Background: an optimization exercise with open tools, aiming at small area, a short achievable clock period and few clock cycles per item. Do not read the settings as production practice. Function was checked by simulation only, so behaviour that the tests miss may differ from the original. Power figures rest on the tool's default switching activity, not on a simulated workload.

$ cat design/flow/config.mk
export PLATFORM = sky130hd
export DESIGN_NAME = wacs_locate
export DESIGN_NICKNAME = wacs_locate
export VERILOG_FILES = /design/flow/design.v
export SDC_FILE = /design/flow/constraint.sdc
export NUM_CORES = 4
export LEC_CHECK = 0
export CAP_MARGIN = 20
export CORE_MARGIN = 2
export CORE_UTILIZATION = 40
export SLEW_MARGIN = 20
$ cat design/flow/constraint.sdc
create_clock -name core_clock -period 11.0 [get_ports {clk}]
set_input_delay 2.2000 -clock core_clock [delete_from_list [all_inputs] [get_ports {clk}]]
set_output_delay 2.2000 -clock core_clock [all_outputs]
set_load 0.01 [all_outputs]
$ cat design/flow/design.v
module locate_sign (
    input  wire [63:0] phase,
    input  wire        q,
    output wire        e_pos,
    output wire        e_neg,
    output wire        finite
);
    localparam [63:0] T_UNWRAP    = 64'h4005FDBBE9BBA775;   
    localparam [63:0] NEG_DELTA   = 64'hBFD921FB54442D18;   
    localparam [63:0] P_SHIFT_POS = 64'h40178FDB9EFFEA47;   
    function automatic f64_lt(input [63:0] a, input [63:0] b);
        reg a_zero, b_zero;
        begin
            a_zero = (a[62:0] == 63'd0);
            b_zero = (b[62:0] == 63'd0);
            if (a_zero && b_zero)
                f64_lt = 1'b0;
            else if (a[63] != b[63])
                f64_lt = a[63];
            else if (!a[63])
                f64_lt = (a[62:0] < b[62:0]);
            else
                f64_lt = (a[62:0] > b[62:0]);
        end
    endfunction
    function automatic f64_eq(input [63:0] a, input [63:0] b);
        begin
            f64_eq = (a == b) || ((a[62:0] == 63'd0) && (b[62:0] == 63'd0));
        end
    endfunction
    wire shift = f64_lt(T_UNWRAP, phase);
    reg pos, neg;
    always @(*) begin
        if (shift) begin
            pos = !f64_lt(phase, P_SHIFT_POS);
            neg = f64_lt(phase, P_SHIFT_POS);
        end else begin
            pos = f64_lt(NEG_DELTA, phase);
            neg = f64_lt(phase, NEG_DELTA);
        end
    end
    assign e_pos  = q & pos;
    assign e_neg  = q & neg;
    assign finite = (phase[62:52] != 11'h7FF);
endmodule
module locate_corr #(
    parameter KB_MAX = 256,
    parameter KBW    = 9,           
    parameter CW     = 11           
) (
    input  wire                 clk,
    input  wire                 clear,    
    input  wire                 en,       
    input  wire [KBW-1:0]       kb,       
    input  wire                 e_pos,
    input  wire                 e_neg,
    output wire signed [CW-1:0] c_next,   
    output reg  signed [CW-1:0] c
);
    localparam DEPTH = 2 * KB_MAX;
    reg [DEPTH-1:0] hist_pos;
    reg [DEPTH-1:0] hist_neg;
    wire signed [CW-1:0] e_new  = e_pos ? 1 : (e_neg ? -1 : 0);
    wire signed [CW-1:0] e_kb   = hist_pos[kb - 1'b1] ? 1 :
                                  (hist_neg[kb - 1'b1] ? -1 : 0);
    wire signed [CW-1:0] e_2kb  = hist_pos[{kb, 1'b0} - 1'b1] ? 1 :
                                  (hist_neg[{kb, 1'b0} - 1'b1] ? -1 : 0);
    assign c_next = c - e_new + (e_kb <<< 1) - e_2kb;
    always @(posedge clk) begin
        if (clear) begin
            hist_pos <= {DEPTH{1'b0}};
            hist_neg <= {DEPTH{1'b0}};
            c        <= {CW{1'b0}};
        end else if (en) begin
            hist_pos <= {hist_pos[DEPTH-2:0], e_pos};
            hist_neg <= {hist_neg[DEPTH-2:0], e_neg};
            c        <= c_next;
        end
    end
endmodule
module wacs_locate (
    input  wire        clk,
    input  wire        rst,
    input  wire        cmd_valid,
    output wire        cmd_ready,
    input  wire [8:0]  cmd_kb,
    input  wire [15:0] cmd_len,
    input  wire        s_valid,
    output wire        s_ready,
    input  wire [63:0] s_phase,
    input  wire [63:0] s_mask,
    output reg         res_valid,
    output reg  [1:0]  res_code,
    output reg  [15:0] res_k0,
    output reg  [15:0] res_first,
    output reg  [15:0] res_peak
);
    localparam KB_MAX = 256;
    localparam CW     = 11;
    localparam [1:0] CODE_OK           = 2'd0;
    localparam [1:0] CODE_NO_DETECTION = 2'd1;
    localparam [1:0] CODE_INVALID      = 2'd2;
    localparam [1:0] ST_IDLE = 2'd0;
    localparam [1:0] ST_RUN  = 2'd1;
    localparam [1:0] ST_DONE = 2'd2;
    reg  [1:0]  state;
    reg  [8:0]  kb;
    reg  [15:0] len;
    reg  [15:0] n_in;         
    reg         bad;          
    assign cmd_ready = (state == ST_IDLE);
    assign s_ready   = (state == ST_RUN) && (n_in != len);
    wire cmd_fire = cmd_valid && cmd_ready;
    wire s_fire   = s_valid && s_ready;
    wire kb_ok    = (kb != 9'd0) && (kb <= KB_MAX);
    wire q_one  = (s_mask == 64'd1);
    wire q_bad  = (s_mask[63:1] != 63'd0);
    wire e_pos_w, e_neg_w, finite_w;
    locate_sign u_sign (
        .phase  (s_phase),
        .q      (q_one),
        .e_pos  (e_pos_w),
        .e_neg  (e_neg_w),
        .finite (finite_w)
    );
    reg p_valid, p_q, p_pos, p_neg;
    always @(posedge clk) begin
        if (rst) begin
            p_valid <= 1'b0;
        end else begin
            p_valid <= s_fire;
        end
        if (s_fire) begin
            p_q   <= q_one;
            p_pos <= e_pos_w;
            p_neg <= e_neg_w;
        end
    end
    wire signed [CW-1:0] c_next;
    wire signed [CW-1:0] c_unused;
    locate_corr #(.KB_MAX(KB_MAX), .KBW(9), .CW(CW)) u_corr (
        .clk    (clk),
        .clear  (cmd_fire),
        .en     (p_valid),
        .kb     (kb),
        .e_pos  (p_pos),
        .e_neg  (p_neg),
        .c_next (c_next),
        .c      (c_unused)
    );
    reg  [15:0] k;            
    reg         seen;         
    reg  [15:0] first;
    reg  [16:0] win_end;      
    reg         have_best;
    reg  [CW-1:0] best_abs;
    reg  [15:0] best_k;
    reg  signed [CW-1:0] best_c;
    wire        seen_now  = seen || p_q;
    wire [16:0] end_now   = seen ? win_end : ({1'b0, k} + {7'd0, kb, 1'b0});
    wire        in_window = !seen_now || ({1'b0, k} < end_now);
    wire [CW-1:0] c_abs   = c_next[CW-1] ? -c_next : c_next;
    wire        better    = !have_best || (c_abs > best_abs);
    always @(posedge clk) begin
        if (cmd_fire) begin
            k         <= 16'd0;
            seen      <= 1'b0;
            first     <= 16'd0;
            win_end   <= 17'd0;
            have_best <= 1'b0;
            best_abs  <= {CW{1'b0}};
            best_k    <= 16'd0;
            best_c    <= {CW{1'b0}};
        end else if (p_valid) begin
            k <= k + 16'd1;
            if (p_q && !seen) begin
                seen    <= 1'b1;
                first   <= k;
                win_end <= end_now;
            end
            if (in_window && better) begin
                have_best <= 1'b1;
                best_abs  <= c_abs;
                best_k    <= k;
                best_c    <= c_next;
            end
        end
    end
    always @(posedge clk) begin
        if (rst) begin
            state     <= ST_IDLE;
            res_valid <= 1'b0;
        end else begin
            res_valid <= 1'b0;
            case (state)
                ST_IDLE: if (cmd_fire) state <= ST_RUN;
                ST_RUN:  if (n_in == len && !p_valid) state <= ST_DONE;
                ST_DONE: begin
                    res_valid <= 1'b1;
                    state     <= ST_IDLE;
                end
                default: state <= ST_IDLE;
            endcase
        end
    end
    always @(posedge clk) begin
        if (cmd_fire) begin
            kb   <= cmd_kb;
            len  <= cmd_len;
            n_in <= 16'd0;
            bad  <= 1'b0;
        end else if (s_fire) begin
            n_in <= n_in + 16'd1;
            if (!finite_w || q_bad)
                bad <= 1'b1;
        end
    end
    always @(posedge clk) begin
        if (state == ST_DONE) begin
            if (bad || !kb_ok) begin
                res_code  <= CODE_INVALID;
                res_k0    <= 16'd0;
                res_first <= 16'd0;
                res_peak  <= 16'd0;
            end else if (!seen) begin
                res_code  <= CODE_NO_DETECTION;
                res_k0    <= 16'd0;
                res_first <= 16'hFFFF;
                res_peak  <= 16'd0;
            end else begin
                res_code  <= CODE_OK;
                res_k0    <= best_k;
                res_first <= first;
                res_peak  <= {{(16-CW){best_c[CW-1]}}, best_c};
            end
        end
    end
endmodule
$ cat design/flow/run.sh
#!/bin/bash
# synth_recipe.tcl (not shown) runs the flow's synth.tcl, then flattens the netlist and writes it again
# the make line also repeats each setting of config.mk as NAME=value (left out here)
make -C /OpenROAD-flow-scripts/flow DESIGN_CONFIG=/design/flow/config.mk WORK_HOME=/design/flow/orfs CLKGATE_MAP_FILE= SYNTH_SCRIPT=/design/flow/synth_recipe.tcl finish
==> summary.md <==
| Metric | Value |
|---|---|
| FMAX | 95.9 MHz |
| Cells on worst reg2reg path | 35 |
| Tcrit/Tclk final | 0.948 |
| Share of layout cells above drive strength 1 | 0.142 |
| Number of synthesized register bits | 1217 |
| Max incr delay on CP | 640 ps |
| Final Hold Viols | 0 |
| Pwr Total | 0.0114 W |
| Worst slew pin tran | 1170 ps |
| Finished Cell Area | 67200 um2 |
| Clock skew | 28.1 ps |
| Syn. warnings | 3 |
| FILL cells | 13436 |
| Crit path required time | 11660 ps |
| Setup slack after layout | 567 ps |
| Antenna-violating nets left | 0 |
| RePlAce Congestion | 0.917 |
| End of the worst register-to-register path | best_abs[3]$_SDFFE_PP0P_ |
| DRT iter0 DRCs | 3248 |
| Distinct cell type count after synthesis | 83 |
| P per Cell Area | 170 nW/um2 |
| Gr ovfl total | 0 |
| Mean Syn Cell Area | 10.8 um2 |
| Fin nets | 5693 |
| Outcome | timing/DRC/antenna clean |
| Inserted Clock Buffers | 136 |
| Clk pin slew, worst setup/hold paths | 60 ps |
| Vias in the first global route | 39538 |
| Hold wc startpoint | win_end[11]$_SDFFE_PP0P_ |
| Drt wl/cell | 19.3 um |
| Most frequent cells in the layout | 1256 x nor2_1, 1143 x dfxtp_1, 1095 x mux2i_1 |
| Hpwl dp | 93.1 mm |
| Commonest non-fill, non-tap cell in the layout | nor2_1 |
| CTS Root Cell | clkbuf_16 |
| Post-cts hold buffer count | 0 |
| CTS tree | yes |
| Die ar. | 149000 um2 |
| Critical Path Most Common Cell | buf_4 |
| Initial antenna violation count | 0 |
| Setup WS pre-CTS | -304 ps |
| Die Ht | 387 um |
| CP max FO | 33 |
| Post-Synth Adder-Cell Area | 0.0158 |
| Reg2reg start | kb[0]$_DFFE_PP_ |
| Setup TNS | 0 ps |
| Xor and xnor area share after synthesis | 0.0134 |
| Initial core utilization | 0.403 |
| Slew headroom | 0.218 |
| Critical Path AT | 11090 ps |
| FF-to-FF setup slack | 570 ps |
| Ant. Diodes | 0 |
| Area after DPL | 62400 um2 |
| Worst path buffer plus inverter count | 7 |
| Total of max-cap violations | 0 |
| Net Count, Synth | 5643 |
| Synth Area in Simple Gates | 0.124 |
| Dpl cells | 7236 |
| Largest family of logic cells by synthesized area | multiplexers |
| Pleak | 23.1 nW |
| Post-synth EDFFs | 73 |
| Hold EP | win_end[11]$_SDFFE_PP0P_ |
| Seq/Total Area, Yosys | 0.429 |
| CTS H-tree depth | 4 |
| Largest net degree at the start of global routing | 212 |
| Final WL | 144 mm |
| Cell Rows | 140 |
| Worst skew pair latency | 790 ps |
| Top_reg_cell synth | dfxtp_1 |
| First-pass DRT Iterations | 5 |
| Post-Syn Area | 58500 um2 |
| Synth-to-layout area growth | 14.8% |
| Global-route wire length before repair | 230 mm |
| Post-Layout Cell Count | 7498 |
| Crit end category | register |
| Post-synthesis compound-gate area fraction | 0.0370 |
| WS Path Type | reg -> reg |
| Max Buffers Root-to-Sink | 3 |
| Final Critical Period | 10430 ps |
| Pins Over Slew Limit | 0 |
| VDD IR-drop max | 0.178 mV |
| Total global-route track usage | 0.189 |
| DRC | 0 |
| Multiplexer area fraction after synthesis | 0.348 |
| RSZ-0062 raised after global routing | no |
| CP Launch Type | register |
| Vias per cell | 5.48 |
| Slowest-stage cell, CP | or4_1 |
| Via count | 41091 |
| Cells after Synth | 5420 |
| Port Buffers | 209 |
| Crit path max-delay family | simple AND/OR/NAND/NOR gates |
| Final setup fails | 0 |
| Async S/R FF share, synth | 0 |
| Depth of the worst hold-timing path | 2 |
| Core area | 145000 um2 |
| # IOs | 210 |
| Worst Hold Class | reg -> reg |
| Clock sink total | 1217 |
| Die Wd | 387 um |
[per-stage QoR]
stage | hold slack (ps) | util
2_1_floorplan | 429 | -
5_1_grt | 468 | 0.462
3_3_place_gp | 438 | 0.429
4_1_cts | 455 | 0.461
3_5_place_dp | 446 | 0.429
6_report | 453 | 0.462
[sequential cells by signal (all words and copies together), names as in the netlist, 11 cells and up]
| name | cells |
|---|---|
| u_corr.hist_neg | 512 |
| u_corr.hist_pos | 512 |
| win_end | 17 |
| best_k | 16 |
| first | 16 |
| k | 16 |
| len | 16 |
| n_in | 16 |
| res_first | 16 |
| res_k0 | 16 |
| best_abs | 11 |
| res_peak | 11 |
| u_corr.c | 11 |
[worst reg2reg max path: cells and delay by family, from the launching register on]
family                   cells  cell delay, ps
adder cells (fa/ha/maj)      4            1720
AO/OA/AOI/OAI               10            2420
buffers and inverters        7            1120
flip-flops                   1             560
AND/OR/NAND/NOR             11            3670
XOR/XNOR                     3             810
[how the worst max path moves through the flow]
stage | end | slack, ps | depth (start not counted) | startpoint
after floorplan | best_c[3]$_SDFFE_PP0P_ | 250 | 42 | kb[0]$_DFFE_PP_
after global placement | best_abs[3]$_SDFFE_PP0P_ | -220 | 34 | kb[2]$_DFFE_PP_
after detailed placement | best_abs[3]$_SDFFE_PP0P_ | -300 | 34 | kb[2]$_DFFE_PP_
after CTS | best_abs[3]$_SDFFE_PP0P_ | 160 | 35 | kb[0]$_DFFE_PP_
after global routing | best_abs[3]$_SDFFE_PP0P_ | 20 | 37 | kb[1]$_DFFE_PP_
final | best_abs[3]$_SDFFE_PP0P_ | 570 | 35 | kb[0]$_DFFE_PP_
[cell type report]
class	instances	area (um2)	area share
Clock buffer	188	3920	0.0583
Clock inverter	61	733	0.0109
Inverter	64	253	0.00376
Multi-Input combinational cell	3728	31600	0.470
Sequential cell	1217	25100	0.373
Tap cell	1917	2400	0.0357
Timing Repair Buffer	323	3250	0.0483
[layer usage]
metal	GRT usage	wire [um]
met2	0.293	66200
met5	0	0
met4	0.0496	2610
met3	0.0284	6700
met1	0.276	68900
[synth_stat cells, types with 6 or more instances]
library cell | instances | area [um2]
o21ai_0 | 37 | 185
o21bai_1 | 7 | 52.6
mux4_2 | 413 | 9300
o22ai_1 | 11 | 68.8
nand4_1 | 46 | 288
mux2_2 | 6 | 67.6
or4_1 | 8 | 60.1
dfxtp_1 | 1144 | 22900
and3_1 | 10 | 62.6
mux2i_1 | 1095 | 11000
nand3_1 | 62 | 310
buf_4 | 26 | 195
a22oi_1 | 28 | 210
nand2b_1 | 15 | 93.8
or3_1 | 16 | 100
o211ai_1 | 8 | 60.1
a32oi_1 | 8 | 70.1
a21oi_1 | 104 | 521
xnor2_1 | 49 | 429
inv_1 | 62 | 233
a41oi_1 | 7 | 61.3
nor4_1 | 30 | 188
nor2b_1 | 12 | 75.1
nor2_1 | 1257 | 4720
xor2_1 | 30 | 263
edfxtp_1 | 73 | 2190
and2_1 | 32 | 200
fa_1 | 13 | 260
a211oi_1 | 13 | 97.6
buf_1 | 63 | 236
o31ai_1 | 9 | 67.6
o2111ai_1 | 9 | 78.8
a31oi_1 | 12 | 75.1
nand2_1 | 186 | 698
clkbuf_1 | 260 | 976
a21o_1 | 11 | 82.6
buf_2 | 59 | 295
o21a_1 | 6 | 45.0
ha_1 | 53 | 663
nor3_1 | 36 | 180
[power breakdown]
part	internal, W	total, W	switching (W)
Combinational	0.000876	0.00219	0.00132
Clock	0.00277	0.00467	0.00190
Sequential	0.00450	0.00453	0.0000358
Total	0.00815	0.0114	0.00325
[cell families (layout without fill, tap and decap cells)]
kind of cell               count (synthesis)  after routing
and+or+nand+nor                         1741           1741
adders and majority gates                 66             66
AOI/OAI and AO/OA                        322            322
xor gates and xnor gates                  84             84
DFF                                     1217           1217
muxes                                   1515           1515
buffers and inverters                    475            636
[timing repair]
item / CTS / global route
setup buffers: 0 / 12
gates resized for setup: 2 / 4
endpoints found under the setup margin: 23 / 37
pin swaps: 0 / 2
cloned: 0 / 1
Testbench counts, summed over its fixed seeds: cycles 135,428, items 134,660.

==> what the ideal ports hide <==
Ports are ideal in the flow. The routed layout listed here was re-timed in OpenROAD.
Step 1: set_driving_cell puts a clkbuf_16 on clk and a buf_2 on each other input, an assumption about the parent block.
Step 2 adds t to the input delays and takes it off the output delays; t is the mean of the earliest and latest rising clock arrival at the registers after step 1. Input paths then give back, and output paths get back, about the clock's delay inside the block.
a / b / c = no drivers / after step 1 / after step 2; a / b = the first two.
shift t [ns]: 0.851
setup slack, ns: 0.567 / 0.567 / 0.567
worst setup path after step 2: register to register
worst data-port slew with drivers (ns): 0.15
After both steps this run still meets setup and hold. For this run, drivers alone change the setup slack by 0.000 ns; drivers and shift together by 0.000 ns.
